What follows belongs to an exercise in optimizing a design on an open flow for small area; a production flow would make more cautious choices. The RTL was checked by simulation tests, not by an equivalence proof against the original design. No activity file was given, so power comes from the tool's default toggle rates.

File: flow/flow/run.sh
#!/bin/bash
# Standard synthesis, then an area re-mapping of its combinational logic
# (registers untouched), then the standard layout from that netlist, with
# the smallest buffer on each port and no dummy clock loads.
set -euo pipefail
HERE=$(pwd)
R=$HERE/orfs/results/$FLOW_PLATFORM/hmv3_engine/base
export BUFFER_PORTS_ARGS="-buffer_cell sky130_fd_sc_hd__buf_1"
export CTS_ARGS="-sink_clustering_enable -repair_clock_nets -sink_clustering_size 32 -sink_clustering_max_diameter 60 -buf_list sky130_fd_sc_hd__clkbuf_16 -dont_use_dummy_load"
bash standard.sh synth > std_synth.log 2>&1
cp $R/1_2_yosys.v $HERE/std_synth_netlist.v
IN=$HERE/std_synth_netlist.v OUT=$R/1_2_yosys.v TOP=$FLOW_TOP \
LIB=$FLOW_HOME/platforms/sky130hd/lib/sky130_fd_sc_hd__tt_025C_1v80.lib \
SCRIPT=$HERE/flow/area.abc yosys -c $HERE/flow/reopt.tcl > reopt.log 2>&1
rm -f $R/1_synth.odb $R/1_synth.sdc
bash standard.sh > std_layout.log 2>&1
File: flow/flow/area.abc
strash
balance -l; resub -K 6 -l; rewrite -l; resub -K 6 -N 2 -l; refactor -l; resub -K 8 -l; balance -l; resub -K 8 -N 2 -l; rewrite -l; resub -K 10 -l; rewrite -z -l; resub -K 10 -N 2 -l; balance -l; resub -K 12 -l; refactor -z -l; resub -K 12 -N 2 -l; rewrite -z -l; balance -l
balance -l; resub -K 6 -l; rewrite -l; resub -K 6 -N 2 -l; refactor -l; resub -K 8 -l; balance -l; resub -K 8 -N 2 -l; rewrite -l; resub -K 10 -l; rewrite -z -l; resub -K 10 -N 2 -l; balance -l; resub -K 12 -l; refactor -z -l; resub -K 12 -N 2 -l; rewrite -z -l; balance -l
dch -f
amap -F 20 -A 40
File: flow/flow/reopt.tcl
# Re-map the combinational logic of the standard synthesis netlist for area.
# Registers (and their names and cell types) are left exactly as they are:
# sequential cells stay black boxes, only the combinational cells are
# flattened into gates and mapped again by ABC with an area script.
# env: IN OUT LIB SCRIPT TOP
yosys -import
set lib $::env(LIB)
read_liberty -ignore_miss_func $lib
blackbox sky130_fd_sc_hd__*df* sky130_fd_sc_hd__*dl* sky130_fd_sc_hd__*sdf*
read_verilog $::env(IN)
hierarchy -top $::env(TOP)
flatten
opt_clean -purge
abc -liberty $lib -dont_use sky130_fd_sc_hd__lpflow_bleeder_1 -dont_use sky130_fd_sc_hd__lpflow_clkbufkapwr_1 -dont_use sky130_fd_sc_hd__lpflow_clkbufkapwr_16 -dont_use sky130_fd_sc_hd__lpflow_clkbufkapwr_2 -dont_use sky130_fd_sc_hd__lpflow_clkbufkapwr_4 -dont_use sky130_fd_sc_hd__lpflow_clkbufkapwr_8 -dont_use sky130_fd_sc_hd__lpflow_clkinvkapwr_1 -dont_use sky130_fd_sc_hd__lpflow_clkinvkapwr_16 -dont_use sky130_fd_sc_hd__lpflow_clkinvkapwr_2 -dont_use sky130_fd_sc_hd__lpflow_clkinvkapwr_4 -dont_use sky130_fd_sc_hd__lpflow_clkinvkapwr_8 -dont_use sky130_fd_sc_hd__lpflow_decapkapwr_12 -dont_use sky130_fd_sc_hd__lpflow_decapkapwr_3 -dont_use sky130_fd_sc_hd__lpflow_decapkapwr_4 -dont_use sky130_fd_sc_hd__lpflow_decapkapwr_6 -dont_use sky130_fd_sc_hd__lpflow_decapkapwr_8 -dont_use sky130_fd_sc_hd__lpflow_inputiso0n_1 -dont_use sky130_fd_sc_hd__lpflow_inputiso0p_1 -dont_use sky130_fd_sc_hd__lpflow_inputiso1n_1 -dont_use sky130_fd_sc_hd__lpflow_inputiso1p_1 -dont_use sky130_fd_sc_hd__lpflow_inputisolatch_1 -dont_use sky130_fd_sc_hd__lpflow_isobufsrc_1 -dont_use sky130_fd_sc_hd__lpflow_isobufsrc_16 -dont_use sky130_fd_sc_hd__lpflow_isobufsrc_2 -dont_use sky130_fd_sc_hd__lpflow_isobufsrc_4 -dont_use sky130_fd_sc_hd__lpflow_isobufsrc_8 -dont_use sky130_fd_sc_hd__lpflow_isobufsrckapwr_16 -dont_use sky130_fd_sc_hd__lpflow_lsbuf_lh_hl_isowell_tap_1 -dont_use sky130_fd_sc_hd__lpflow_lsbuf_lh_hl_isowell_tap_2 -dont_use sky130_fd_sc_hd__lpflow_lsbuf_lh_hl_isowell_tap_4 -dont_use sky130_fd_sc_hd__lpflow_lsbuf_lh_isowell_4 -dont_use sky130_fd_sc_hd__lpflow_lsbuf_lh_isowell_tap_1 -dont_use sky130_fd_sc_hd__lpflow_lsbuf_lh_isowell_tap_2 -dont_use sky130_fd_sc_hd__lpflow_lsbuf_lh_isowell_tap_4 -dont_use sky130_fd_sc_hd__probe_p_8 -dont_use sky130_fd_sc_hd__probec_p_8  -script $::env(SCRIPT)
opt_clean -purge
hilomap -singleton -hicell sky130_fd_sc_hd__conb_1 HI -locell sky130_fd_sc_hd__conb_1 LO
insbuf -buf sky130_fd_sc_hd__buf_4 A X
opt_clean -purge
stat -liberty $lib
write_verilog -noattr -noexpr -nohex -nodec $::env(OUT)
File: flow/standard.sh
#!/bin/bash
# synth_recipe.tcl (not shown) runs the flow's synth.tcl, then flattens the netlist and writes it again
# the make line also repeats each setting of config.mk as NAME=value (left out here)
make -C /OpenROAD-flow-scripts/flow DESIGN_CONFIG=/design/flow/config.mk WORK_HOME=/design/flow/orfs CLKGATE_MAP_FILE= SYNTH_SCRIPT=/design/flow/synth_recipe.tcl "${@:-finish}"
File: flow/config.mk
export PLATFORM = sky130hd
export DESIGN_NAME = hmv3_engine
export DESIGN_NICKNAME = hmv3_engine
export VERILOG_FILES = /design/flow/design.v
export SDC_FILE = /design/flow/constraint.sdc
export NUM_CORES = 4
export LEC_CHECK = 0
export CAP_MARGIN = 20
export CORE_MARGIN = 2
export CORE_UTILIZATION = 60
export GPL_TIMING_DRIVEN = 0
export PLACE_DENSITY = 0.7
export SETUP_SLACK_MARGIN = 0.3
export SLEW_MARGIN = 20
File: flow/constraint.sdc
create_clock -name core_clock -period 8.0 [get_ports {clk}]
set_input_delay 1.6000 -clock core_clock [delete_from_list [all_inputs] [get_ports {clk}]]
set_output_delay 1.6000 -clock core_clock [all_outputs]
set_load 0.01 [all_outputs]
File: flow/design.v
module hmv3_engine (
    input  wire        clk,
    input  wire        rst,
    input  wire        in_valid,
    output wire        in_ready,
    input  wire [7:0]  in_op,
    input  wire [7:0]  in_a,
    input  wire [15:0] in_b,
    input  wire [15:0] in_c,
    input  wire        in_model,
    output wire        out_valid,
    input  wire        out_ready,
    output wire        out_last,
    output wire [3:0]  out_code,
    output wire [15:0] out_data
);
    localparam [3:0] R_OK       = 4'd0;
    localparam [3:0] R_INVRANGE = 4'd2;
    localparam [3:0] R_UNKNOWN  = 4'd3;
    localparam [3:0] R_TRUNC    = 4'd4;
    localparam [3:0] R_TOOLONG  = 4'd5;
    localparam [3:0] R_DCBSHORT = 4'd6;
    localparam [3:0] R_ILLEGAL  = 4'd7;
    localparam [3:0] R_MORE     = 4'd8;
    localparam [3:0] S_IDLE = 4'd0;
    localparam [3:0] S_BITW = 4'd1;    
    localparam [3:0] S_BIT  = 4'd2;    
    localparam [3:0] S_DW   = 4'd3;    
    localparam [3:0] S_FO   = 4'd4;    
    localparam [3:0] S_ZERO = 4'd5;    
    localparam [3:0] S_GW   = 4'd6;    
    localparam [3:0] S_GO   = 4'd7;    
    localparam [3:0] S_SLOT = 4'd8;    
    localparam [3:0] S_FIN  = 4'd9;    
    localparam [3:0] S_RDW  = 4'd10;   
    localparam [3:0] S_RDO  = 4'd11;   
    localparam [3:0] S_RES  = 4'd12;   
    localparam [3:0] S_SKIP = 4'd13;   
    localparam [3:0] S_TAKE = 4'd14;   
    localparam [3:0] S_LDN  = 4'd15;   
    localparam [2:0] OC_CRC  = 3'd0;   
    localparam [2:0] OC_SUM  = 3'd1;
    localparam [2:0] OC_CHK  = 3'd2;   
    localparam [2:0] OC_DRD  = 3'd3;   
    localparam [2:0] OC_FRM  = 3'd4;   
    localparam [2:0] OC_RX   = 3'd5;   
    localparam [2:0] OC_GET  = 3'd6;   
    localparam [1:0] D_ZERO = 2'd0;
    localparam [1:0] D_CRC  = 2'd1;
    localparam [1:0] D_MAP  = 2'd2;
    localparam [1:0] D_GET  = 2'd3;
    reg [3:0]  st;
    reg [2:0]  oc;
    reg        nib;
    reg        datap;      
    reg [3:0]  rc;         
    reg [1:0]  dsel;
    reg        bad;
    reg [15:0] rem;        
    reg [3:0]  pos;        
    reg [7:0]  hold;       
    reg [3:0]  gwc;        
    reg        gsq;        
    reg        gin;        
    reg [15:0] crc;        
    reg [7:0]  q;          
    reg        kind;
    reg        hdr;        
    reg [8:0]  rl;         
    reg [15:0] xc;         
    reg        xbad;
    localparam NR = 256;   
    reg [8*NR-1:0] ring;   
    wire [3:0] cid     = in_op[3:0];
    wire [3:0] op_hi   = in_op[7:4];
    wire       c_crc   = (op_hi == 4'h1);
    wire       c_enc   = (op_hi == 4'h2);
    wire       c_map   = (op_hi == 4'h3) && (cid[3:1] == 3'd0);
    wire       c_get   = (op_hi == 4'h4);
    wire       c_put   = (op_hi == 4'h5);
    wire       is_encrd = c_enc && (cid == 4'h0);
    wire       is_encwr = c_enc && (cid == 4'h1);
    wire [3:0] tid    = c_map ? in_a[3:0] : cid;
    wire       tm     = in_model;
    wire       t_sh   = tm & ((tid == 4'd6) | (tid == 4'd7) | (tid == 4'd8) |
                              (tid == 4'd12) | (tid == 4'd13));
    wire [6:0] t_roff = (tid == 4'd0)  ? 7'd4  : (tid == 4'd1)  ? 7'd18 :
                        (tid == 4'd2)  ? 7'd23 : (tid == 4'd3)  ? 7'd17 :
                        (tid == 4'd4)  ? 7'd32 : (tid == 4'd5)  ? 7'd35 :
                        (tid == 4'd6)  ? 7'd35 : (tid == 4'd7)  ? 7'd36 :
                        (tid == 4'd8)  ? 7'd37 : (tid == 4'd9)  ? 7'd24 :
                        (tid == 4'd10) ? 7'd40 : (tid == 4'd11) ? 7'd52 :
                        (tid == 4'd12) ? 7'd64 : 7'd80;
    wire [6:0] t_wm1  = (tid == 4'd4 || tid == 4'd9) ? 7'd1 :
                        (tid == 4'd8) ? 7'd2 :
                        (tid == 4'd10 || tid == 4'd11) ? 7'd11 :
                        (tid == 4'd12 || tid == 4'd13) ? 7'd15 : 7'd0;
    wire [6:0] t_off  = t_roff + {6'd0, t_sh};
    wire [6:0] t_last = t_off + t_wm1;
    wire [7:0] t_wad  = (tid == 4'd1)  ? 8'd18 : (tid == 4'd2)  ? 8'd23 :
                        (tid == 4'd3)  ? 8'd17 : (tid == 4'd6)  ? 8'd42 :
                        (tid == 4'd7)  ? 8'd43 : (tid == 4'd8)  ? 8'd44 :
                        (tid == 4'd9)  ? 8'd24 : (tid == 4'd10) ? 8'd47 :
                        (tid == 4'd11) ? 8'd59 : (tid == 4'd12) ? 8'd71 : 8'd87;
    wire       t_hw   = (tid == 4'd6) || (tid == 4'd12) || (tid == 4'd13);
    wire       t_seq  = (tid == 4'd8) || (tid >= 4'd10);
    wire       t_fin  = (tid == 4'd7) || (tid >= 4'd10);
    wire [4:0] t_plen = (tid == 4'd7) ? 5'd4 : (tid == 4'd9) ? 5'd2 :
                        (tid == 4'd10 || tid == 4'd11) ? 5'd12 :
                        (tid == 4'd12 || tid == 4'd13) ? 5'd16 : 5'd1;
    wire       t_ok   = (tid == 4'd1) || (tid == 4'd2) || (tid == 4'd3) || (tid == 4'd6) ||
                        (tid == 4'd7) || (tid == 4'd9) || ((tid >= 4'd10) && (tid <= 4'd13));
    wire       g_inw  = (hold == 8'd0) || gin;
    wire       g_end  = (gwc == 4'd0);
    wire [7:0] plen_c  = is_encwr ? in_c[7:0] : c_put ? {3'd0, t_plen} : 8'd0;
    reg [7:0] fb;
    always @(*) begin
        case (pos)
            4'd0:  fb = in_a;
            4'd1:  fb = plen_c + 8'd10;
            4'd2:  fb = 8'h81;
            4'd3:  fb = {7'd0, !is_encrd};
            4'd4:  fb = c_put ? t_wad : in_b[7:0];
            4'd5:  fb = c_put ? 8'd0 : in_b[15:8];
            4'd6:  fb = c_put ? plen_c : in_c[7:0];
            4'd7:  fb = c_put ? 8'd0 : in_c[15:8];
            4'd8:  fb = datap ? in_a : in_b[7:0];
            4'd9:  fb = in_b[15:8];
            4'd10: fb = crc[7:0];
            default: fb = crc[15:8];
        endcase
    end
    function [15:0] bstep(input [15:0] r, input b, input rot);
        reg e;
        begin
            e = !rot & (r[15] ^ b);
            bstep = {r[14:12], r[11] ^ e, r[10:5], r[4] ^ e, r[3:0], r[15] ^ (b & !rot)};
        end
    endfunction
    wire [7:0] hb    = (oc == OC_FRM) ? fb : in_a;
    wire       hbit  = hb[~q[2:0]];
    wire       q7    = (q[2:0] == 3'd7);
    wire       use_x = (oc == OC_RX);
    wire       rl_lt3 = (rl[8:2] == 7'd0) && !(rl[1] & rl[0]);
    wire       rem_lt2 = (rem[15:1] == 15'd0);
    wire       rem_z   = (rem == 16'd0);
    wire       cmp_c = ((oc == OC_CHK) || (oc == OC_DRD)) && rem_lt2;
    wire       cmp   = use_x ? rl_lt3 : cmp_c;
    wire       step  = !(nib && !q[2]);
    wire       slot_hit = (q == rl[7:0]);
    reg        rdy;
    always @(*) begin
        rdy = 1'b0;
        case (st)
            S_TAKE: rdy = 1'b1;
            S_BIT:  rdy = q7 && (oc == OC_SUM || oc == OC_CHK || oc == OC_DRD) && !rem_z;
            S_FO:   rdy = out_ready && datap && !rem_z && (pos == 4'd7 || pos == 4'd8);
            S_GW:   rdy = !g_inw || (!gsq && !g_end);
            S_GO:   rdy = out_ready && !g_end;
            S_SKIP: rdy = 1'b1;
            S_RES:  rdy = out_ready;
            default: rdy = 1'b0;
        endcase
    end
    assign in_ready = rdy;
    assign out_valid = (st == S_FO) || (st == S_ZERO) || (st == S_GO) ||
                       (st == S_RDO) || (st == S_RES);
    assign out_last  = (st == S_RES);
    assign out_code  = (st == S_RES) ? {rc[3:1], rc[0] | bad} : 4'd0;
    reg [15:0] od;
    always @(*) begin
        case (st)
            S_FO:  od = {8'd0, fb};
            S_GO:  od = {8'd0, in_a};
            S_RDO: od = {8'd0, hold};
            S_RES: case (dsel)
                       D_CRC: od = crc;
                       D_MAP: od = {8'd0, hold};
                       D_GET: od = {hold, in_a};
                       default: od = 16'd0;
                   endcase
            default: od = 16'd0;
        endcase
    end
    assign out_data = od;
    wire out_fire = out_ready;    
    wire q_is2    = (q == 8'd2);
    wire slot_go  = hdr ? q_is2 : slot_hit;
    wire ring_wr  = (st == S_SLOT) && slot_go && !(hdr && rl[0]);
    always @(posedge clk)
        ring <= {ring_wr ? in_a : ring[7:0], ring[8*NR-1:8]};
    always @(posedge clk) begin
        if (rst) q <= 8'd0;
        else     q <= q + 8'd1;
    end
    wire [8:0] n_plus2 = {1'b0, ring[7:0]} + 9'd2;
    always @(posedge clk) begin
        if (rst) begin
            st   <= S_IDLE;
            crc  <= 16'hFFFF;
            kind <= 1'b0;
            hdr  <= 1'b1;
            rl   <= 9'd11;
            xc   <= 16'hFFFF;
            xbad <= 1'b0;
        end else begin
            case (st)
            S_IDLE: if (in_valid) begin
                rc    <= R_OK;
                dsel  <= D_ZERO;
                bad   <= 1'b0;
                nib   <= 1'b0;
                datap <= 1'b0;
                pos   <= 4'd0;
                rem   <= 16'd0;
                st    <= S_RES;
                if (c_crc) begin
                    case (cid)
                    4'h0: crc <= 16'hFFFF;
                    4'h1: begin oc <= OC_CRC; nib <= 1'b1; st <= S_BITW; end
                    4'h2: begin oc <= OC_CRC; st <= S_BITW; end
                    4'h3: dsel <= D_CRC;
                    4'h4: begin
                        oc   <= OC_SUM;
                        crc  <= 16'hFFFF;
                        dsel <= D_CRC;
                        rem  <= in_c;
                        if (in_c != 16'd0) st <= S_TAKE;
                    end
                    4'h5: begin
                        oc  <= OC_CHK;
                        rem <= in_c;
                        if (in_c[15:1] == 15'd0) rc <= R_TRUNC;
                        else begin crc <= 16'hFFFF; st <= S_TAKE; end
                    end
                    default: rc <= R_ILLEGAL;
                    endcase
                end else if (c_enc) begin
                    case (cid)
                    4'h0: begin oc <= OC_FRM; crc <= 16'hFFFF; st <= S_BITW; end
                    4'h1: begin
                        oc    <= OC_FRM;
                        datap <= 1'b1;
                        rem   <= in_c;
                        if (in_c > 16'd245) rc <= R_TOOLONG;
                        else begin crc <= 16'hFFFF; st <= S_BITW; end
                    end
                    4'h2: begin oc <= OC_DRD; crc <= 16'hFFFF; rem <= 16'h800B; st <= S_TAKE; end
                    4'h3: begin oc <= OC_CHK; crc <= 16'hFFFF; rem <= 16'd7; st <= S_TAKE; end
                    4'h4: begin
                        kind <= in_a[0];
                        hdr  <= 1'b1;
                        rl   <= in_a[0] ? 9'd7 : 9'd11;
                        xc   <= 16'hFFFF;
                        xbad <= 1'b0;
                    end
                    4'h5: begin
                        oc <= OC_RX;
                        if (rl != 9'd1) rc <= R_MORE;
                        st <= S_BITW;
                    end
                    default: rc <= R_ILLEGAL;
                    endcase
                end else if (c_map) begin
                    if (in_a[3:0] > 4'd13)
                        rc <= R_ILLEGAL;
                    else if ((t_hw && !in_model) ||
                             (cid[0] && (in_a[3:0] == 4'd0 || in_a[3:0] == 4'd4 || in_a[3:0] == 4'd5)))
                        rc <= R_UNKNOWN;
                    else
                    begin
                        dsel <= D_MAP;
                        hold <= cid[0] ? t_wad : {1'b0, t_off};
                    end
                end else if (c_get && cid <= 4'd13) begin
                    hold <= {1'b0, t_off};
                    gin  <= 1'b0;
                    gwc  <= t_wm1[3:0];
                    gsq  <= t_seq;
                    rem <= in_b[0] ? 16'd0 : in_c;
                    if (in_b[0] || (t_hw && !in_model)) begin
                        rc <= R_UNKNOWN;
                        if (t_seq) st <= S_ZERO;
                    end else if ({9'd0, t_last} >= in_c) begin
                        rc <= R_DCBSHORT;
                    end else begin
                        if (!t_seq) dsel <= D_GET;
                        oc   <= OC_GET;
                        st   <= S_TAKE;
                    end
                end else if (c_put && t_ok) begin
                    oc    <= OC_FRM;
                    datap <= t_fin;
                    rem   <= t_fin ? {11'd0, t_plen} : 16'd0;
                    if ((t_hw && !in_model) ||
                        (cid == 4'd1 && (in_b[7:0] < 8'd5 || in_b[7:0] > 8'd35)))
                        rc <= R_INVRANGE;
                    else begin
                        crc <= 16'hFFFF;
                        st  <= S_BITW;
                    end
                end else begin
                    rc <= R_ILLEGAL;
                end
            end
            S_DW: if (in_valid) begin
                if (oc == OC_DRD && rem[15] && rem[2:0] == 3'b100)
                    rem <= {8'd0, in_a} + 16'd3;
                else
                    rem <= rem - 16'd1;
                st <= S_BITW;
            end
            S_BITW: if (q7) st <= S_BIT;
            S_TAKE: st <= (oc == OC_GET) ? S_GW : S_DW;
            S_BIT: begin
                if (step) begin
                    if (use_x) xc  <= bstep(xc, hbit, cmp);
                    else       crc <= bstep(crc, hbit, cmp);
                end
                if (cmp) begin
                    if (use_x && rl[1]) xbad <= xbad | (xc[7] ^ hbit);
                    else                bad  <= bad | ((use_x ? xc[7] : crc[7]) ^ hbit);
                end
                if (q7) begin
                    case (oc)
                    OC_CRC: st <= S_RES;
                    OC_FRM: st <= S_FO;
                    OC_RX: begin
                        if (rl_lt3) begin
                            if (rl[1]) begin
                                rl <= rl - 9'd1;
                                st <= S_RES;
                            end else
                                st <= S_FIN;
                        end else if (!hdr || (!kind && (rl == 9'd4 || rl == 9'd3))) begin
                            st <= S_SLOT;
                        end else begin
                            rl <= rl - 9'd1;
                            st <= S_RES;
                        end
                    end
                    default: st <= rem_z ? S_RES : S_DW;    
                    endcase
                end
            end
            S_FO: if (out_fire) begin
                case (pos)
                4'd7: begin
                    if (datap) begin
                        if (rem_z) begin pos <= 4'd10; st <= S_FO; end
                        else       begin pos <= 4'd8;  st <= S_DW; end
                    end else if (is_encrd) begin
                        pos <= 4'd10;
                    end else begin
                        pos <= 4'd8;
                        st  <= S_BITW;
                    end
                end
                4'd8: begin
                    if (datap) begin
                        if (rem_z) pos <= 4'd10;
                        else       st  <= S_DW;
                    end else if (cid == 4'd9) begin
                        pos <= 4'd9;
                        st  <= S_BITW;
                    end else
                        pos <= 4'd10;
                end
                4'd9:  pos <= 4'd10;
                4'd10: pos <= 4'd11;
                4'd11: st  <= S_RES;
                default: begin
                    pos <= pos + 4'd1;
                    st  <= S_BITW;
                end
                endcase
            end
            S_ZERO: if (out_fire) begin
                gwc <= gwc - 4'd1;
                if (g_end) st <= S_RES;
            end
            S_GW: if (in_valid) begin
                rem <= rem - 16'd1;
                if (!g_inw)
                    hold <= hold - 8'd1;
                else if (gsq)
                    st <= S_GO;
                else if (g_end)
                    st <= S_RES;
                else begin
                    gwc  <= gwc - 4'd1;
                    hold <= in_a;
                    gin  <= 1'b1;
                end
            end
            S_GO: if (out_fire) begin
                if (g_end) st <= S_RES;
                else begin
                    gwc <= gwc - 4'd1;
                    st  <= S_GW;
                end
            end
            S_SLOT: if (slot_go) begin
                if (hdr && rl[0]) begin
                    rl  <= n_plus2;
                    hdr <= 1'b0;
                end else
                    rl <= rl - 9'd1;
                st <= S_RES;
            end
            S_LDN: if (q_is2) begin
                rl <= n_plus2;
                st <= S_RDW;
            end
            S_FIN: begin
                crc  <= xc;
                xc   <= 16'hFFFF;
                xbad <= 1'b0;
                bad  <= bad | xbad;
                if (!(bad | xbad) && !kind) begin
                    st <= S_LDN;
                end else begin
                    hdr <= 1'b1;
                    rl  <= kind ? 9'd7 : 9'd11;
                    st  <= S_RES;
                end
            end
            S_RDW: begin
                if (rl_lt3) begin
                    hdr <= 1'b1;
                    rl  <= 9'd11;
                    st  <= S_RES;
                end else if (slot_hit) begin
                    hold <= ring[7:0];
                    st   <= S_RDO;
                end
            end
            S_RDO: if (out_fire) begin
                rl <= rl - 9'd1;
                st <= S_RDW;
            end
            S_RES: if (out_fire) st <= rem_z ? S_IDLE : S_SKIP;
            S_SKIP: if (in_valid) begin
                rem <= rem - 16'd1;
                if (rem == 16'd1) st <= S_IDLE;
            end
            endcase
        end
    end
endmodule
==> impl_metrics.csv, run 1 <==
group,metric,value,unit
synthesis,yosysWarnings,1,
global_route,met2_usage,38.4,%
clocking,cts_hold_buf,0,
global_route,grt.met3_usage,4.02,%
setup_path,critPathMaxFanout,8,
floorplanning,die_w,289,um
routing,drc_errors,0,
timing,slew_viol_final,0,
finish,drive_gt1_share,3.99,%
placement,gp_congestion,0.902,
floorplanning,die_h,289,um
global_route,grt_pass1_vias,23400,
placement,placed_cells,4319,
timing,period_share,94.2,%
clocking,clkSlewWorstSetupHoldPaths,0.11,ns
routing,avgRoutedWirePerCell,22.5,um
run,cap_violations,0,
setup_path,slowest_stage,"or3_4",
synthesis,netlist_instances,3178,
global_route,grt_util_met1,33.9,%
routing,vias,22400,
finish,nNetsFinal,3410,
synthesis,synth_fp_nets,3231,
global_route,top_usage_layer,"met2",
timing,max_freq,133,MHz
global_route,grt_max_degree,33,
synthesis,syn_area_per_cell,15.4,um^2
global_route,grt.total_usage,23.9,%
timing,rsz0062_at_grt,"no",
placement,post-place-ws,-1.42,ns
placement,port-buffer-count,75,
timing,finalSetupViolations,0,
global_route,grt-ovfl-total,0,
floorplanning,die_area,0.0838,mm^2
routing,vias_per_cell,5.07,
setup_path,endpoint_kind,"output pin",
setup_path,required,6.40,ns
floorplanning,core_area,0.0805,mm^2
routing,ant_nets,0,
finish,finalCoreUtilization,65.8,%
setup_path,max_stage_delay,0.45,ns
timing,period_minus_slack,7.54,ns
clocking,cts_inserted_buffers,92,
placement,hpwl,60000,um
floorplanning,pin_count,76,
timing,layout_setup_ws,0.464,ns
routing,routed_wl,99200,um
pwr,power,17.3,mW
timing,fin_skew,0.118,ns
setup_path,path_cells,"clkbuf_2 > nor2_2 > clkinv_1 > or3_4 > nor2_4 > clkinv_2 > o22ai_2 > clkinv_1 > a21oi_1 > or3_1 > o21ai_0 > and2_2 > nor2_1 > a21oi_1 > o21ai_1 > o21ai_0 > o21ai_0 > buf_1",
pwr,power.density,326,mW/mm^2
outcome,status,"timing/DRC/antenna clean",
pwr,peakVddDrop,240,uV
pwr,power.leakage,20.3,nW
clocking,ctsRootBufferMaster,"clkbuf_16",
clocking,cts_sinks,2150,
routing,drtIter0Drc,1464,
setup_path,cp-start-kind,"input pin",
clocking,htree_levels,3,
setup_path,crit_type,"input pin to output pin",
clocking,cts_buffer_depth,3,
routing,drt-pass1-iter-count,7,
setup_path,critPathArrivalTime,5.94,ns
global_route,grt_pass1_wl,149000,um
timing,hold_viol_final,0,
global_route,antenna_found_initial,6,
finish,stdcell_count,4416,
min_path,hold_path.class,"flip-flop to flip-flop",
setup_path,cp_common_cell,"o21ai_0",
floorplanning,initial_core_util,60.7,%
timing,worstMarginPinSlew,1.09,ns
floorplanning,rows,104,
clocking,clkLatencyLatePin,0.68,ns
timing,slew_headroom,26.9,%
finish,area_growth,8.47,%
synthesis,synthesis.area,0.0489,mm^2
clocking,cts_tree,"built",
[flip-flops by register name (all words and copies together), names as in the netlist]
| register | count |
|---|---|
| oc | 3 |
| gwc | 4 |
| xc | 16 |
| rl | 9 |
| gin | 1 |
| pos | 4 |
| datap | 1 |
| rem | 16 |
| ring | 2048 |
| crc | 16 |
| hdr | 1 |
| st | 4 |
| bad | 1 |
| kind | 1 |
| dsel | 2 |
| hold | 8 |
| q | 8 |
| rc | 4 |
| xbad | 1 |
| nib | 1 |
| gsq | 1 |
[layer usage]
| metal | up-vias | wire length (um) |
|---|---|---|
| met5 | - | 46 |
| met4 | 8 | 2540 |
| met3 | 160 | 4790 |
| met2 | 603 | 45800 |
| met1 | 10800 | 46000 |
| li1 | 10800 | - |
[worst max-delay path: cells and delay by family]
family,cells,cell delay (ns)
AOI/OAI and AO/OA,7,1.88
buffers and inverters,5,0.99
and+or+nand+nor,6,1.47
[timing repair]
action	4_1_cts	5_1_grt
setup endpoints to repair	23	11
pin swaps	1	3
gates resized for setup	27	9
buffers inserted	0	4
[layout make-up]
class,count,area (um^2)
Sequential cell,2150,43500
Antenna cell,1,2.50
Fill cell,5202,27500
Multi-Input combinational cell,845,4830
Clock buffer,92,2300
Tap cell,1060,1330
Timing Repair Buffer,85,367
Inverter,183,689
[report_power, final]
group          switching [mW]  internal [mW]  leakage, nW
Combinational           0.797          0.319         1.78
Sequential              0.158           10.9         17.4
Clock                    3.00           2.06         1.13
[path summary, 6_finish.rpt]
kind	start	end	slack [ns]	depth (start not counted)
max	in_op[2]	out_data[3]	0.46	18
min	ring[2037]	ring[2029]	0.21	0
max reg2reg	pos[3]	crc[5]	1.55	19
min reg2reg	ring[2037]	ring[2029]	0.21	0
[layout by cell type (no fill, tap or decap), types with 7 or more instances in the layout]
master,count
edfxtp_1,46
o32ai_1,11
o21a_1,14
a21oi_1,77
nor3_1,36
nand2_1,75
o22ai_1,44
o221ai_1,29
o21ai_0,115
dfxtp_1,2104
nand3_1,11
nor2_1,208
clkinv_1,181
a31oi_1,17
a22oi_1,10
a221oi_1,24
nor2_2,7
nand4_1,11
or3_1,8
nor4_1,13
a222oi_1,18
o211ai_1,10
or2_0,7
o22a_1,11
clkbuf_16,92
buf_1,72
[per-stage QoR]
step / TNS [ns] / cell area, um^2 / hold WS (ns)
floorplan: 0 / 48900 / 0.310
global placement: -46.98 / 50500 / 0.311
detailed placement: -18.74 / 50600 / 0.312
CTS: 0 / 53000 / 0.206
global route: 0 / 53000 / 0.198
finish: 0 / 53000 / 0.207
==> run 2: changes to the inputs <==
--- a/flow/flow/run.sh
+++ b/flow/flow/run.sh
@@ -6,7 +6,7 @@
 HERE=$(pwd)
 R=$HERE/orfs/results/$FLOW_PLATFORM/hmv3_engine/base
 export BUFFER_PORTS_ARGS="-buffer_cell sky130_fd_sc_hd__buf_1"
-export CTS_ARGS="-sink_clustering_enable -repair_clock_nets -sink_clustering_size 32 -sink_clustering_max_diameter 60 -buf_list sky130_fd_sc_hd__clkbuf_16 -dont_use_dummy_load"
+export CTS_ARGS='-sink_clustering_enable -repair_clock_nets -sink_clustering_size 32 -sink_clustering_max_diameter 60 -buf_list "sky130_fd_sc_hd__clkbuf_8 sky130_fd_sc_hd__clkbuf_16" -dont_use_dummy_load'
 bash standard.sh synth > std_synth.log 2>&1
 cp $R/1_2_yosys.v $HERE/std_synth_netlist.v
 IN=$HERE/std_synth_netlist.v OUT=$R/1_2_yosys.v TOP=$FLOW_TOP \
==> flow/flow/area.abc (replaced) <==
strash
&get -n
&deepsyn -T 120
&put
balance -l; resub -K 6 -l; rewrite -l; resub -K 6 -N 2 -l; refactor -l; resub -K 8 -l; balance -l; resub -K 8 -N 2 -l; rewrite -l; resub -K 10 -l; rewrite -z -l; resub -K 10 -N 2 -l; balance -l; resub -K 12 -l; refactor -z -l; resub -K 12 -N 2 -l; rewrite -z -l; balance -l
dch -f
amap -F 20 -A 40
==> impl_metrics.csv, run 2 <==
group,metric,value,unit
clocking,clkLatencyLatePin,0.68,ns
timing,slew_viol_final,0,
setup_path,critPathArrivalTime,5.91,ns
finish,final-seq-area,0.0435,mm^2
global_route,met2_usage,42.7,%
setup_path,crit_type,"input pin to output pin",
floorplanning,die_area,0.0829,mm^2
min_path,hold_path.class,"flip-flop to flip-flop",
finish,stdcell_area,0.0524,mm^2
finish,nNetsFinal,3307,
routing,drt-pass1-iter-count,6,
finish,diodes,0,
finish,top_register,"ring",
run,cap_violations,0,
setup_path,max_stage_delay,0.72,ns
placement,port-buffer-count,75,
finish,fillCellCount,5151,
setup_path,required,6.40,ns
clocking,cts_tree,"built",
global_route,grt_pass1_wl,157000,um
setup_path,reg2reg_depth,19,
pwr,power.density,324,mW/mm^2
routing,avgRoutedWirePerCell,24.0,um
min_path,hp-start,"ring[265]",
setup_path,cp-start-kind,"input pin",
synthesis,synthesis.area,0.0484,mm^2
finish,largest_reg_flops,2048,
timing,finalSetupViolations,0,
synthesis,netlist_instances,3083,
routing,ant_nets,0,
finish,multi_input_comb_area,0.00419,mm^2
setup_path,r2r-start,"pos[0]",
synthesis,synth_fp_nets,3136,
setup_path,worstSetupStartpoint,"in_op[0]",
placement,hpwl,61900,um
placement,dpl_cell_area,0.0500,mm^2
setup_path,critPathMaxFanout,12,
pwr,peakVddDrop,303,uV
clocking,cts_buffer_depth,3,
global_route,grt_pass1_vias,23900,
floorplanning,pin_count,76,
clocking,cts_inserted_buffers,91,
finish,layout_commonest_cell,"dfxtp_1",
routing,drtIter0Drc,2138,
timing,period_share,93.9,%
timing,period_minus_slack,7.51,ns
global_route,grt_util_met1,34.3,%
timing,rsz0062_at_grt,"yes",
clocking,htree_levels,3,
timing,hold_viol_final,0,
global_route,antenna_found_initial,4,
floorplanning,die_h,288,um
routing,drc_errors,0,
routing,vias_per_cell,5.14,
routing,vias,22200,
global_route,top_usage_layer,"met2",
timing,fin_skew,0.141,ns
finish,drive_gt1_share,3.38,%
outcome,status,"timing/DRC/antenna clean",
timing,worstMarginPinSlew,1.20,ns
min_path,whs_path_depth,0,
clocking,clkSlewWorstSetupHoldPaths,0.10,ns
timing,slew_headroom,19.4,%
pwr,power.leakage,20.0,nW
setup_path,path_cells,"buf_1 > clkinv_1 > nor2_1 > clkinv_1 > nor3_1 > nand2_1 > o211ai_1 > nand3_1 > a221oi_1 > a21oi_1 > a222oi_1 > o21ai_0 > buf_1",
setup_path,cp.depth,13,
clocking,ctsRootBufferMaster,"clkbuf_16",
setup_path,slowest_stage,"nor3_1",
setup_path,crit_family,"compound AO/OA/AOI/OAI gates",
synthesis,syn_area_per_cell,15.7,um^2
finish,final_cell_mix,"dfxtp_1, clkinv_1, nor2_1",
floorplanning,die_w,288,um
floorplanning,rows,104,
routing,routed_wl,104000,um
synthesis,yosysWarnings,1,
setup_path,cp_num_buf_inv,4,
global_route,grt_max_degree,33,
clocking,cts_hold_buf,0,
global_route,grt.met3_usage,3.91,%
finish,area_growth,8.24,%
placement,gp_congestion,0.901,
floorplanning,initial_core_util,60.4,%
global_route,grt.total_usage,25.6,%
timing,max_freq,133,MHz
clocking,cts_sinks,2150,
floorplanning,core_area,0.0802,mm^2
timing,setup_tns,0,ns
global_route,grt-ovfl-total,0,
setup_path,endpoint_kind,"output pin",
run 2: final timing paths:
kind,end,slack [ns]
min,ring[257],0.25
max,out_data[1],0.49
max reg2reg,xc[0],1.93
min reg2reg,ring[257],0.25
run 2: repair_timing:
| item | 4_1_cts | 5_1_grt |
|---|---|---|
| endpoints found under the hold margin | 0 | 0 |
| buffers inserted | 0 | 0 |
| setup endpoints to repair | 4 | 5 |
| resized for setup | 5 | 7 |
run 2: final cells by class:
type	count	area share [%]
multi-input cells	730	8.00
flip-flops and latches	2150	83.1
inverters	203	1.46
clock buffers	91	4.35
repair buffers	78	0.590
well taps	1060	2.53
run 2: metal layers:
layer | wire [um] | share of wire (%)
met3 | 5420 | 5.2
met2 | 50000 | 48
met5 | 22 | 0.021
met4 | 3350 | 3.2
met1 | 44700 | 43
run 2: through the flow:
stage / setup WS (ns) / total power [mW] / utilization (%) / std cells / hold WS [ns]
after global routing: 0.178 / 17.5 / 65.3 / 4312 / 0.231
after detailed placement: -0.305 / 12.1 / 62.4 / 4221 / 0.312
after floorplan: 1.70 / 11.7 / - / 3083 / 0.310
after CTS: 0.304 / 17.0 / 65.3 / 4312 / 0.236
after global placement: -0.399 / 12.1 / 62.4 / 4218 / 0.309
final: 0.486 / 17.0 / 65.3 / 4312 / 0.248
run 2: power breakdown:
part | total (mW) | switching (mW) | internal (mW)
logic | 0.935 | 0.676 | 0.259
clock network | 5.09 | 3.04 | 2.04
registers | 11.0 | 0.111 | 10.9
total | 17.0 | 3.83 | 13.2
run 2: worst register-to-register path, cell delays in order, from the launching register on:
cell and delay [ns]:
edfxtp_1 0.48, clkinv_1 0.23, nor2_1 0.25, clkinv_1 0.18
nor2_1 0.24, clkinv_1 0.14, nor3_1 0.71, clkinv_1 0.39
o22ai_1 0.34, a211oi_1 0.17, o2111a_1 0.25, nor3_1 0.18
a21oi_2 0.12, o221a_1 0.31, o32ai_1 0.75, clkinv_1 0.39
o221ai_1 0.32, nor2b_1 0.24, o21ai_0 0.13, o21a_1 0.12
==> run 3: changes to the inputs <==
--- a/flow/flow/run.sh
+++ b/flow/flow/run.sh
@@ -6,7 +6,7 @@
 HERE=$(pwd)
 R=$HERE/orfs/results/$FLOW_PLATFORM/hmv3_engine/base
 export BUFFER_PORTS_ARGS="-buffer_cell sky130_fd_sc_hd__buf_1"
-export CTS_ARGS='-sink_clustering_enable -repair_clock_nets -sink_clustering_size 32 -sink_clustering_max_diameter 60 -buf_list "sky130_fd_sc_hd__clkbuf_8 sky130_fd_sc_hd__clkbuf_16" -dont_use_dummy_load'
+export CTS_ARGS="-sink_clustering_enable -repair_clock_nets -sink_clustering_size 28 -sink_clustering_max_diameter 56 -buf_list sky130_fd_sc_hd__clkbuf_16 -dont_use_dummy_load"
 bash standard.sh synth > std_synth.log 2>&1
 cp $R/1_2_yosys.v $HERE/std_synth_netlist.v
 IN=$HERE/std_synth_netlist.v OUT=$R/1_2_yosys.v TOP=$FLOW_TOP \
==> impl_metrics.csv, run 3 <==
group,metric,value,unit
outcome,status,"timing/DRC/antenna clean",
routing,avgRoutedWirePerCell,24.5,um
floorplanning,pin_count,76,
finish,final-seq-area,0.0435,mm^2
setup_path,critPathMaxFanout,6,
clocking,ctsRootBufferMaster,"clkbuf_16",
synthesis,synthesis.area,0.0484,mm^2
finish,largest_reg_flops,2048,
floorplanning,die_w,288,um
timing,max_freq,133,MHz
min_path,hold_path.class,"flip-flop to flip-flop",
timing,period_share,94.3,%
placement,port-buffer-count,75,
clocking,cts_sinks,2150,
floorplanning,die_h,288,um
synthesis,netlist_instances,3095,
finish,fillCellCount,5088,
finish,finalCoreUtilization,65.7,%
floorplanning,rows,104,
finish,area_growth,8.99,%
global_route,grt_max_degree,29,
floorplanning,initial_core_util,60.3,%
timing,finalSetupViolations,0,
routing,drt-pass1-iter-count,6,
clocking,clkLatencyLatePin,0.70,ns
setup_path,crit_type,"input pin to output pin",
pwr,power.density,331,mW/mm^2
clocking,htree_levels,3,
finish,drive_gt1_share,3.90,%
global_route,antenna_found_initial,4,
routing,vias,22700,
setup_path,critPathArrivalTime,5.94,ns
global_route,grt_pass1_vias,24200,
clocking,cts_inserted_buffers,104,
routing,ant_nets,0,
finish,stdcell_count,4339,
timing,hold_ws,0.274,ns
setup_path,required,6.40,ns
clocking,cts_tree,"built",
clocking,clkSlewWorstSetupHoldPaths,0.08,ns
timing,hold_viol_final,0,
finish,final_cell_mix,"dfxtp_1, nor2_1, clkinv_1",
synthesis,syn_area_per_cell,15.6,um^2
run,cap_violations,0,
clocking,cts_setup_buffers,0,
timing,fin_skew,0.114,ns
pwr,power,17.4,mW
timing,rsz0062_at_grt,"yes",
routing,vias_per_cell,5.22,
timing,period_minus_slack,7.54,ns
routing,drtIter0Drc,2009,
placement,gp_congestion,0.961,
setup_path,endpoint_kind,"output pin",
floorplanning,core_area,0.0802,mm^2
global_route,grt_pass1_wl,160000,um
routing,drc_errors,0,
clocking,cts_buffer_depth,3,
finish,multi_input_comb_area,0.00427,mm^2
global_route,grt-ovfl-total,0,
synthesis,synth_fp_nets,3148,
finish,layout_commonest_cell,"dfxtp_1",
placement,placed_cells,4234,
timing,slew_headroom,16.2,%
pwr,peakVddDrop,286,uV
finish,nNetsFinal,3333,
timing,worstMarginPinSlew,1.24,ns
routing,routed_wl,106000,um
floorplanning,die_area,0.0829,mm^2
placement,hpwl,62600,um
pwr,power.leakage,20.2,nW
timing,slew_viol_final,0,
synthesis,yosysWarnings,1,
global_route,grt.total_usage,26.2,%
setup_path,cp-start-kind,"input pin",
finish,top_register,"ring",
==> run 3: cell count changes in the layout (fill, tap and decap cells not counted), moves of 4 or more <==
| cell | change |
|---|---|
| nand2_1 | +26 |
| clkinv_1 | -24 |
| clkbuf_16 | +13 |
| nor2_1 | +13 |
| a21oi_1 | +7 |
| o221ai_1 | +6 |
| a211oi_1 | +4 |
| nor3_1 | -4 |
| o32ai_1 | -4 |
==> run 3: repair_timing <==
action,CTS,global route
resized for setup,10,7
endpoints found under the setup margin,7,8
hold buffers,0,0
cloned,0,0
==> run 3: final timing paths <==
path,start,end,slack (ns),cells past startpoint
hold / removal,ring[126],ring[118],0.27,0
setup reg to reg,rem[0],st[0],2.05,26
setup / recovery,in_op[4],out_data[0],0.46,13
hold reg to reg,ring[126],ring[118],0.27,0
==> run 3: final cells by class <==
class                   count  area share (%)
inverters                 181            1.29
clock buffers             104            4.94
flip-flops and latches   2150            82.5
multi-input cells         764            8.11
well taps                1060            2.52
repair buffers             79           0.594
diodes                      1         0.00475
==> run 3: report_power, final <==
group / internal, mW / switching [mW]
combinational: 0.265 / 0.738
clock: 2.32 / 3.12
sequential: 10.9 / 0.121
total: 13.4 / 3.98
==> run 3: worst max-delay path: stages <==
cell and delay (ns):
buf_1 0.15, clkinv_1 0.16, nor2_1 0.51, clkinv_1 0.43, nor3_1 1.01, a31oi_1 0.30, nand3_1 0.20, nor3_1 0.07
a21oi_1 0.13, o22ai_1 0.09, a311oi_1 0.71, o21ai_0 0.36, buf_1 0.21
==> run 3: routing by layer <==
metal | part of all wire (%) | track usage [%] | vias to the layer above
met5 | 0 | 0 | -
met4 | 2.8 | 7.18 | 0
met1 | 42 | 34.8 | 11100
li1 | - | - | 10500
met2 | 49 | 44.7 | 892
met3 | 5.7 | 4.27 | 223
==> run 3: metrics by stage <==
step                      setup WS [ns]  area [um^2]  TNS [ns]
after global routing              0.290        52700         0
after CTS                         0.301        52700         0
after global placement           -0.691        50000     -3.10
final                             0.455        52700         0
after floorplan                    1.65        48400         0
after detailed placement         -0.457        50000    -0.666
==> run 4: changes to the inputs <==
==> flow/flow/area.abc (replaced) <==
strash
balance -l; resub -K 6 -l; rewrite -l; resub -K 6 -N 2 -l; refactor -l; resub -K 8 -l; balance -l; resub -K 8 -N 2 -l; rewrite -l; resub -K 10 -l; rewrite -z -l; resub -K 10 -N 2 -l; balance -l; resub -K 12 -l; refactor -z -l; resub -K 12 -N 2 -l; rewrite -z -l; balance -l
balance -l; resub -K 6 -l; rewrite -l; resub -K 6 -N 2 -l; refactor -l; resub -K 8 -l; balance -l; resub -K 8 -N 2 -l; rewrite -l; resub -K 10 -l; rewrite -z -l; resub -K 10 -N 2 -l; balance -l; resub -K 12 -l; refactor -z -l; resub -K 12 -N 2 -l; rewrite -z -l; balance -l
dch -f
amap -F 20 -A 40
==> impl_metrics.csv, run 4 <==
group,metric,value,unit
outcome,status,"timing/DRC/antenna clean",
routing,routed_wl,101000,um
timing,slew_viol_final,0,
setup_path,required,6.40,ns
timing,slew_headroom,23.6,%
clocking,cts_tree,"built",
routing,ant_nets,0,
pwr,comb_power_share,6.4,%
clocking,cts_inserted_buffers,105,
setup_path,crit_type,"input pin to output pin",
timing,fin_skew,0.148,ns
placement,hpwl,60000,um
routing,vias,22700,
global_route,grt.total_usage,24.3,%
finish,largest_reg_flops,2048,
floorplanning,core_area,0.0805,mm^2
pwr,clkPwrFrac,30.7,%
setup_path,crit_family,"simple AND/OR/NAND/NOR gates",
routing,vias_per_cell,5.13,
finish,drive_gt1_share,4.36,%
finish,fillCellCount,5146,
pwr,power.density,330,mW/mm^2
global_route,grt_max_degree,30,
placement,placed_cells,4319,
finish,layout_commonest_cell,"dfxtp_1",
routing,drt-pass1-iter-count,6,
synthesis,synthesis.area,0.0489,mm^2
floorplanning,rows,104,
global_route,antenna_found_initial,5,
clocking,cts_sinks,2150,
synthesis,netlist_instances,3178,
setup_path,cp_num_buf_inv,5,
timing,period_minus_slack,7.58,ns
placement,dpl_cell_area,0.0506,mm^2
finish,nNetsFinal,3423,
pwr,p_sw,4.03,mW
routing,avgRoutedWirePerCell,22.7,um
synthesis,synth_fp_nets,3231,
finish,area_growth,9.14,%
setup_path,r2r-start,"pos[3]",
clocking,clkSlewWorstSetupHoldPaths,0.08,ns
global_route,grt-ovfl-total,0,
finish,top_register,"ring",
finish,diodes,0,
floorplanning,pin_count,76,
min_path,whs_endpoint,"ring[1933]",
finish,final_cell_mix,"dfxtp_1, nor2_1, clkinv_1",
setup_path,reg2reg_depth,19,
setup_path,cp_common_cell,"o21ai_0",
finish,stdcell_count,4428,
timing,worstMarginPinSlew,1.14,ns
pwr,pwr-share-seq,63.0,%
timing,hold_ws,0.193,ns
pwr,internal_power,13.6,mW
clocking,cts_buffer_depth,3,
timing,max_freq,132,MHz
floorplanning,die_w,289,um
setup_path,critPathMaxFanout,8,
floorplanning,die_h,289,um
setup_path,path_cells,"buf_1 > nor2_2 > clkinv_1 > or3_4 > nor2_4 > clkinv_2 > o21ai_4 > clkinv_1 > nor2_1 > a21oi_2 > or3_1 > o21ai_0 > and2_2 > a21oi_1 > o21ai_1 > o21ai_0 > o21ai_0 > buf_1",
synthesis,syn_area_per_cell,15.4,um^2
pwr,power.leakage,20.5,nW
setup_path,max_stage_delay,0.45,ns
setup_path,slowest_stage,"or3_4",
finish,final-seq-area,0.0435,mm^2
timing,period_share,94.8,%
setup_path,critPathArrivalTime,5.98,ns
setup_path,r2r_setup_slack,1.58,ns
placement,gp_congestion,0.902,
pwr,swShare,22.9,%
setup_path,timing.rr.end,"crc[5]",
setup_path,endpoint_kind,"output pin",
clocking,ctsRootBufferMaster,"clkbuf_16",
placement,port-buffer-count,75,
setup_path,cp-start-kind,"input pin",
timing,rsz0062_at_grt,"no",
floorplanning,initial_core_util,60.7,%
finish,stdcell_area,0.0533,mm^2
global_route,grt_pass1_wl,152000,um
global_route,grt_pass1_vias,23800,
routing,drc_errors,0,
min_path,hp-start,"ring[1941]",
clocking,clkLatencyLatePin,0.70,ns
run,cap_violations,0,
routing,drtIter0Drc,1582,
min_path,whs_path_depth,0,
synthesis,yosysWarnings,1,
timing,hold_viol_final,0,
timing,finalSetupViolations,0,
pwr,peakVddDrop,247,uV
clocking,htree_levels,3,
pwr,power,17.6,mW
min_path,hold_path.class,"flip-flop to flip-flop",
finish,multi_input_comb_area,0.00484,mm^2
floorplanning,die_area,0.0838,mm^2
## run 4: worst reg2reg max path, delay by kind of cell (launching register included)
kind            cells  cell delay, ns
simple gates        3            1.24
flops               1            0.46
compound gates     12            3.49
buf+inv             4            1.15
## run 4: cell type report
| type | count | share of cell area, % |
|---|---|---|
| clock buffer | 105 | 4.93 |
| sequential | 2150 | 81.5 |
| timing repair buffer | 85 | 0.685 |
| inverter | 183 | 1.29 |
| tap | 1060 | 2.49 |
| multi-input combinational | 845 | 9.07 |
## run 4: timing repair
item / CTS / global route
pin swaps: 1 / 3
buffers inserted: 0 / 4
setup endpoints to repair: 23 / 12
hold buffers: 0 / 0
gates resized for setup: 27 / 9
endpoints found under the hold margin: 0 / 0
## run 4: how the worst max path moves through the flow
stage / cells after the start / slack (ns) / end / start
after floorplan: 25 / 1.15 / oc[0] / in_op[2]
after global placement: 18 / -2.18 / crc[5] / in_op[3]
after detailed placement: 26 / -1.42 / oc[0] / in_op[3]
after CTS: 20 / 0.30 / out_data[7] / in_op[2]
final: 18 / 0.42 / out_data[3] / in_op[2]
after global routing: 20 / 0.28 / out_data[7] / in_op[2]
## run 4: metal layers
layer  GRT usage [%]  part of all wire (%)
met3            3.78                   4.8
met2            39.4                    46
met5               0                 0.023
met1            34.5                    46
met4            6.06                   2.5
## run 4: per-stage QoR
stage                     setup WS [ns]  util (%)  setup TNS (ns)
after floorplan                    1.15         -               0
after global placement            -2.18      62.7          -46.98
after detailed placement          -1.42      62.8          -18.74
after CTS                         0.298      66.2               0
after global routing              0.283      66.2               0
final                             0.418      66.2               0
## run 4: power by group through the flow
| stage | sequential [mW] | clock [mW] | combinational (mW) |
|---|---|---|---|
| after floorplan | 11.3 | 0 | 0.669 |
| after global placement | 11.3 | 0 | 1.07 |
| after detailed placement | 11.3 | 0 | 1.07 |
| after CTS | 11.1 | 5.50 | 1.09 |
| after global routing | 11.1 | 5.85 | 1.20 |
| final | 11.1 | 5.40 | 1.12 |
==> run 5: changes to the inputs <==
--- a/flow/flow/run.sh
+++ b/flow/flow/run.sh
@@ -6,7 +6,7 @@
 HERE=$(pwd)
 R=$HERE/orfs/results/$FLOW_PLATFORM/hmv3_engine/base
 export BUFFER_PORTS_ARGS="-buffer_cell sky130_fd_sc_hd__buf_1"
-export CTS_ARGS="-sink_clustering_enable -repair_clock_nets -sink_clustering_size 28 -sink_clustering_max_diameter 56 -buf_list sky130_fd_sc_hd__clkbuf_16 -dont_use_dummy_load"
+export CTS_ARGS="-sink_clustering_enable -repair_clock_nets -sink_clustering_size 30 -sink_clustering_max_diameter 58 -buf_list sky130_fd_sc_hd__clkbuf_16 -dont_use_dummy_load"
 bash standard.sh synth > std_synth.log 2>&1
 cp $R/1_2_yosys.v $HERE/std_synth_netlist.v
 IN=$HERE/std_synth_netlist.v OUT=$R/1_2_yosys.v TOP=$FLOW_TOP \
==> flow/flow/area.abc (replaced) <==
strash
&get -n
&deepsyn -T 120
&put
balance -l; resub -K 6 -l; rewrite -l; resub -K 6 -N 2 -l; refactor -l; resub -K 8 -l; balance -l; resub -K 8 -N 2 -l; rewrite -l; resub -K 10 -l; rewrite -z -l; resub -K 10 -N 2 -l; balance -l; resub -K 12 -l; refactor -z -l; resub -K 12 -N 2 -l; rewrite -z -l; balance -l
dch -f
amap -F 20 -A 40
==> impl_metrics.csv, run 5 <==
group,metric,value,unit
outcome,status,"timing/DRC/antenna clean",
pwr,power.leakage,20.1,nW
min_path,whs_path_depth,0,
finish,top_register,"ring",
timing,slew_viol_final,0,
clocking,clkSlewWorstSetupHoldPaths,0.10,ns
timing,period_minus_slack,7.45,ns
synthesis,synthesis.area,0.0484,mm^2
floorplanning,initial_core_util,60.3,%
setup_path,reg2reg_depth,26,
setup_path,r2r-start,"rem[0]",
routing,avgRoutedWirePerCell,24.3,um
placement,hpwl,62600,um
placement,port-buffer-count,75,
timing,period_share,93.1,%
finish,stdcell_count,4331,
pwr,peakVddDrop,248,uV
min_path,whs_endpoint,"ring[1814]",
global_route,grt-ovfl-total,0,
setup_path,slowest_stage,"or3_1",
finish,largest_reg_flops,2048,
routing,drtIter0Drc,2004,
timing,rsz0062_at_grt,"yes",
finish,nNetsFinal,3325,
pwr,power.density,328,mW/mm^2
floorplanning,pin_count,76,
run,cap_violations,0,
global_route,antenna_found_initial,7,
global_route,grt_pass1_vias,23900,
routing,drt-pass1-iter-count,6,
clocking,ctsRootBufferMaster,"clkbuf_16",
min_path,hp-start,"ring[1822]",
clocking,cts_sinks,2150,
setup_path,max_stage_delay,0.41,ns
timing,hold_viol_final,0,
clocking,cts_inserted_buffers,96,
finish,fillCellCount,5119,
timing,finalSetupViolations,0,
routing,drc_errors,0,
timing,slew_headroom,21.9,%
placement,gp_congestion,0.961,
synthesis,syn_area_per_cell,15.6,um^2
floorplanning,die_w,288,um
timing,worstMarginPinSlew,1.16,ns
timing,setup_tns,0,ns
clocking,cts_tree,"built",
setup_path,critPathMaxFanout,8,
finish,final_cell_mix,"dfxtp_1, nor2_1, clkinv_1",
clocking,cts_buffer_depth,3,
timing,max_freq,134,MHz
routing,ant_nets,0,
routing,vias,22300,
routing,routed_wl,105000,um
synthesis,yosysWarnings,1,
setup_path,endpoint_kind,"output pin",
floorplanning,die_area,0.0829,mm^2
setup_path,crit_family,"compound AO/OA/AOI/OAI gates",
timing,layout_setup_ws,0.554,ns
placement,post-place-ws,-0.457,ns
clocking,htree_levels,3,
setup_path,path_cells,"buf_1 > nor2_1 > clkinv_1 > or3_1 > nor4_4 > inv_2 > o21ai_1 > clkinv_2 > nor2_2 > nand2_1 > o22ai_1 > nand2_1 > a21oi_1 > nor3_1 > a2111oi_2 > a21oi_2 > a222oi_1 > o21ai_0 > buf_1",
global_route,grt.total_usage,25.9,%
setup_path,r2r_setup_slack,2.15,ns
finish,drive_gt1_share,3.67,%
synthesis,synth_fp_nets,3148,
floorplanning,die_h,288,um
floorplanning,core_area,0.0802,mm^2
routing,vias_per_cell,5.16,
clocking,clkLatencyLatePin,0.69,ns
global_route,grt_pass1_wl,158000,um
setup_path,crit_type,"input pin to output pin",
min_path,hold_path.class,"flip-flop to flip-flop",
setup_path,required,6.40,ns
clocking,cts_hold_buf,0,
floorplanning,rows,104,
setup_path,timing.rr.end,"st[0]",
setup_path,cp_num_buf_inv,5,
placement,placed_cells,4234,
finish,finalCoreUtilization,65.5,%
setup_path,cp-start-kind,"input pin",
global_route,grt_max_degree,31,
timing,fin_skew,0.100,ns
finish,area_growth,8.56,%
setup_path,critPathArrivalTime,5.85,ns
synthesis,netlist_instances,3095,
finish,layout_commonest_cell,"dfxtp_1",
run 5: cell type report:
cell class	count	area (um^2)	share of cell area [%]
diodes	1	2.50	0.00477
clock buffers	96	2400	4.58
inverters	181	682	1.30
multi-input cells	764	4270	8.13
flip-flops and latches	2150	43500	82.9
well taps	1060	1330	2.53
repair buffers	79	313	0.596
run 5: repair_timing:
item / in CTS / in global routing
resized for setup: 10 / 7
buffers inserted: 0 / 0
setup endpoints to repair: 7 / 8
run 5: worst register-to-register path, cell delays in order (launching register included):
cell and delay, ns:
edfxtp_1 0.44, nor2_2 0.29, clkinv_1 0.15, or2_0 0.26
or3_1 0.42, nor2_1 0.21, nand2_1 0.13, or3_1 0.38
nor2_1 0.16, clkinv_1 0.10, nor2_1 0.14, clkinv_1 0.10
nor2_1 0.14, clkinv_1 0.10, nor2_1 0.15, clkinv_1 0.11
nor2_1 0.15, clkinv_1 0.11, nor2_1 0.14, clkinv_1 0.13
nor2_4 0.26, clkinv_2 0.25, nor2_1 0.15, o21ai_0 0.40
o21ai_0 0.48, or2_0 0.30, o22ai_1 0.13
run 5: worst max-delay path by stage:
stage / startpoint / end / slack (ns) / cells after the start
detailed placement: in_op[1] / out_data[3] / -0.46 / 19
global placement: in_op[1] / out_data[3] / -0.69 / 19
CTS: in_op[1] / out_data[3] / 0.27 / 20
floorplan: in_op[1] / out_data[3] / 1.65 / 17
global route: in_op[1] / out_data[3] / 0.28 / 19
finish: in_op[1] / out_data[3] / 0.55 / 19
run 5: per-stage QoR:
step | power, mW | hold slack, ns | area, um^2
global placement | 12.1 | 0.312 | 50000
detailed placement | 12.2 | 0.312 | 50000
floorplan | 11.7 | 0.310 | 48400
finish | 17.2 | 0.255 | 52500
global route | 17.7 | 0.243 | 52500
CTS | 17.3 | 0.244 | 52500
run 5: layer usage:
metal | vias to the layer above | global-route usage [%] | routed length [um]
met5 | - | 0 | 0
met4 | 0 | 7.66 | 3320
met3 | 191 | 3.69 | 5200
met2 | 729 | 43.6 | 51000
met1 | 11000 | 35.1 | 45500
li1 | 10400 | - | -
run 5: power breakdown:
part	internal [mW]	switching (mW)	leakage, nW
Combinational	0.265	0.726	1.53
Clock	2.15	3.10	1.18
Sequential	10.9	0.116	17.4
Total	13.3	3.94	20.1
==> run 6: changes to the inputs <==
--- a/flow/flow/run.sh
+++ b/flow/flow/run.sh
@@ -6,7 +6,7 @@
 HERE=$(pwd)
 R=$HERE/orfs/results/$FLOW_PLATFORM/hmv3_engine/base
 export BUFFER_PORTS_ARGS="-buffer_cell sky130_fd_sc_hd__buf_1"
-export CTS_ARGS="-sink_clustering_enable -repair_clock_nets -sink_clustering_size 30 -sink_clustering_max_diameter 58 -buf_list sky130_fd_sc_hd__clkbuf_16 -dont_use_dummy_load"
+export CTS_ARGS="-sink_clustering_enable -repair_clock_nets -sink_clustering_size 30 -sink_clustering_max_diameter 62 -buf_list sky130_fd_sc_hd__clkbuf_16 -dont_use_dummy_load"
 bash standard.sh synth > std_synth.log 2>&1
 cp $R/1_2_yosys.v $HERE/std_synth_netlist.v
 IN=$HERE/std_synth_netlist.v OUT=$R/1_2_yosys.v TOP=$FLOW_TOP \
==> impl_metrics.csv, run 6 <==
group,metric,value,unit
synthesis,synth_fp_nets,3136,
synthesis,yosysWarnings,1,
global_route,top_usage_layer,"met2",
floorplanning,pin_count,76,
routing,drc_errors,0,
finish,area_growth,8.21,%
clocking,cts_inserted_buffers,90,
timing,worstMarginPinSlew,1.22,ns
finish,layout_commonest_cell,"dfxtp_1",
finish,final_cell_mix,"dfxtp_1, clkinv_1, nor2_1",
min_path,hold_path.class,"flip-flop to flip-flop",
timing,period_minus_slack,7.57,ns
synthesis,syn_area_per_cell,15.7,um^2
floorplanning,die_area,0.0829,mm^2
finish,stdcell_count,4312,
routing,ant_nets,0,
global_route,antenna_found_initial,7,
floorplanning,die_w,288,um
setup_path,critPathArrivalTime,5.97,ns
placement,placed_cells,4221,
global_route,grt.met3_usage,4.00,%
setup_path,critPathMaxFanout,8,
clocking,ctsRootBufferMaster,"clkbuf_16",
finish,finalCoreUtilization,65.3,%
clocking,clkSlewWorstSetupHoldPaths,0.10,ns
global_route,grt_pass1_vias,23600,
setup_path,path_cells,"buf_1 > clkinv_1 > nand2_1 > or3_1 > nor4_4 > inv_2 > o21ai_2 > clkinv_1 > nor2_1 > clkinv_1 > nor2_1 > nor2_1 > a222oi_1 > o2111a_1 > nor3_1 > a21oi_2 > a222oi_1 > o21ai_0 > buf_1",
pwr,power.density,324,mW/mm^2
routing,drt-pass1-iter-count,7,
setup_path,cp_num_buf_inv,6,
floorplanning,die_h,288,um
timing,rsz0062_at_grt,"yes",
timing,fin_skew,0.124,ns
clocking,cts_tree,"built",
routing,vias,22000,
placement,gp_congestion,0.901,
global_route,grt-ovfl-total,0,
setup_path,crit_family,"simple AND/OR/NAND/NOR gates",
clocking,cts_sinks,2150,
finish,largest_reg_flops,2048,
outcome,status,"timing/DRC/antenna clean",
timing,hold_viol_final,0,
global_route,grt_util_met1,34.2,%
timing,slew_headroom,18.4,%
synthesis,synthesis.area,0.0484,mm^2
global_route,grt_pass1_wl,156000,um
routing,routed_wl,103000,um
routing,drtIter0Drc,1948,
timing,max_freq,132,MHz
run,cap_violations,0,
finish,top_register,"ring",
timing,layout_setup_ws,0.433,ns
synthesis,netlist_instances,3083,
routing,vias_per_cell,5.11,
setup_path,cp-start-kind,"input pin",
routing,avgRoutedWirePerCell,24.0,um
clocking,clkLatencyLatePin,0.66,ns
clocking,cts_setup_buffers,0,
timing,period_share,94.6,%
global_route,grt_max_degree,31,
placement,hpwl,61900,um
pwr,peakVddDrop,254,uV
floorplanning,core_area,0.0802,mm^2
setup_path,endpoint_kind,"output pin",
clocking,cts_buffer_depth,3,
global_route,met2_usage,42.8,%
finish,drive_gt1_share,3.32,%
setup_path,required,6.40,ns
placement,port-buffer-count,75,
setup_path,max_stage_delay,0.40,ns
floorplanning,initial_core_util,60.4,%
clocking,htree_levels,3,
placement,post-place-ws,-0.305,ns
setup_path,crit_type,"input pin to output pin",
pwr,power.leakage,20.0,nW
setup_path,slowest_stage,"or3_1",
global_route,grt.total_usage,25.4,%
timing,finalSetupViolations,0,
floorplanning,rows,104,
finish,nNetsFinal,3306,
timing,slew_viol_final,0,
[run 6: through the flow]
step                setup TNS [ns]  area [um^2]  hold WS (ns)  total power [mW]
floorplan                        0        48400         0.310              11.7
global placement             -1.45        50000         0.309              12.1
detailed placement          -0.550        50000         0.312              12.1
CTS                              0        52300         0.239              17.0
global route                     0        52300         0.235              17.4
finish                           0        52300         0.235              17.0
[run 6: timing repair]
item	4_1_cts	5_1_grt
hold buffers	0	0
setup endpoints to repair	4	5
hold endpoints to repair	0	0
cloned	0	0
resized for setup	5	8
[run 6: cell type report]
cell class	count	area (um^2)
Sequential cell	2150	43500
Fill cell	5171	27800
Multi-Input combinational cell	730	4200
Clock buffer	90	2250
Tap cell	1060	1330
Inverter	203	762
Timing Repair Buffer	78	309
Antenna cell	1	2.50
[run 6: layer usage]
metal	part of all wire (%)	wire length, um	up-vias
li1	-	-	10400
met3	5.1	5310	184
met2	49	50300	698
met5	0.011	11	-
met1	43	44800	10800
met4	2.8	2940	2
[run 6: power breakdown]
group          switching, mW  total [mW]  internal, mW
registers              0.111        11.0          10.9
logic                  0.684       0.943         0.259
clock network           3.03        5.05          2.02
[run 6: worst paths after layout]
path	start	to	slack, ns	cells past startpoint
worst max-delay path	in_op[1]	out_data[2]	0.43	19
worst min-delay path	ring[265]	ring[257]	0.23	0
worst max register to register	st[3]	rl[8]	1.73	19
worst min register to register	ring[265]	ring[257]	0.23	0
[run 6: worst reg2reg max path, delay by kind of cell, from the launching register on]
family | cells | cell delay (ns)
AO/OA/AOI/OAI | 4 | 0.93
buffers and inverters | 3 | 0.87
flip-flops | 1 | 0.47
AND/OR/NAND/NOR | 12 | 3.90

[what the ideal ports hide]
How much do the figures lean on ideal ports? The routed layouts below were timed once more, with nothing changed but the port constraints. Step 1 (the two cells are an assumption about what drives the block):
set clk [get_ports {clk}]
set_driving_cell -lib_cell sky130_fd_sc_hd__clkbuf_16 $clk
set_driving_cell -lib_cell sky130_fd_sc_hd__buf_2 [delete_from_list [all_inputs] $clk]
Step 2 adds t to the input delays and takes it off the output delays; t is the mean of the earliest and latest rising clock arrival at the registers after step 1. Input paths then give back, and output paths get back, about the clock's delay inside the block. a / b / c = no drivers / after step 1 / after step 2; a / b = the first two.
run | t, ns | slack for setup (ns) | worst setup path after step 2 | clock arrival spread, ns
run 1 | 0.694 | 0.464 / 0.443 / 0.032 | input to register | 0.147 / 0.147
run 2 | 0.700 | 0.486 / 0.448 / 0.332 | input to register | 0.176 / 0.177
run 3 | 0.717 | 0.455 / 0.424 / 0.424 | input to output | 0.144 / 0.144
run 4 | 0.692 | 0.418 / 0.398 / 0.124 | input to register | 0.158 / 0.158
run 5 | 0.729 | 0.554 / 0.524 / 0.480 | input to register | 0.139 / 0.139
run 6 | 0.695 | 0.433 / 0.403 / 0.320 | input to register | 0.173 / 0.173
After both steps every run listed still meets setup and hold. For run 1, which loses most, drivers alone change the setup slack by -0.021 ns; drivers and shift together by -0.432 ns.
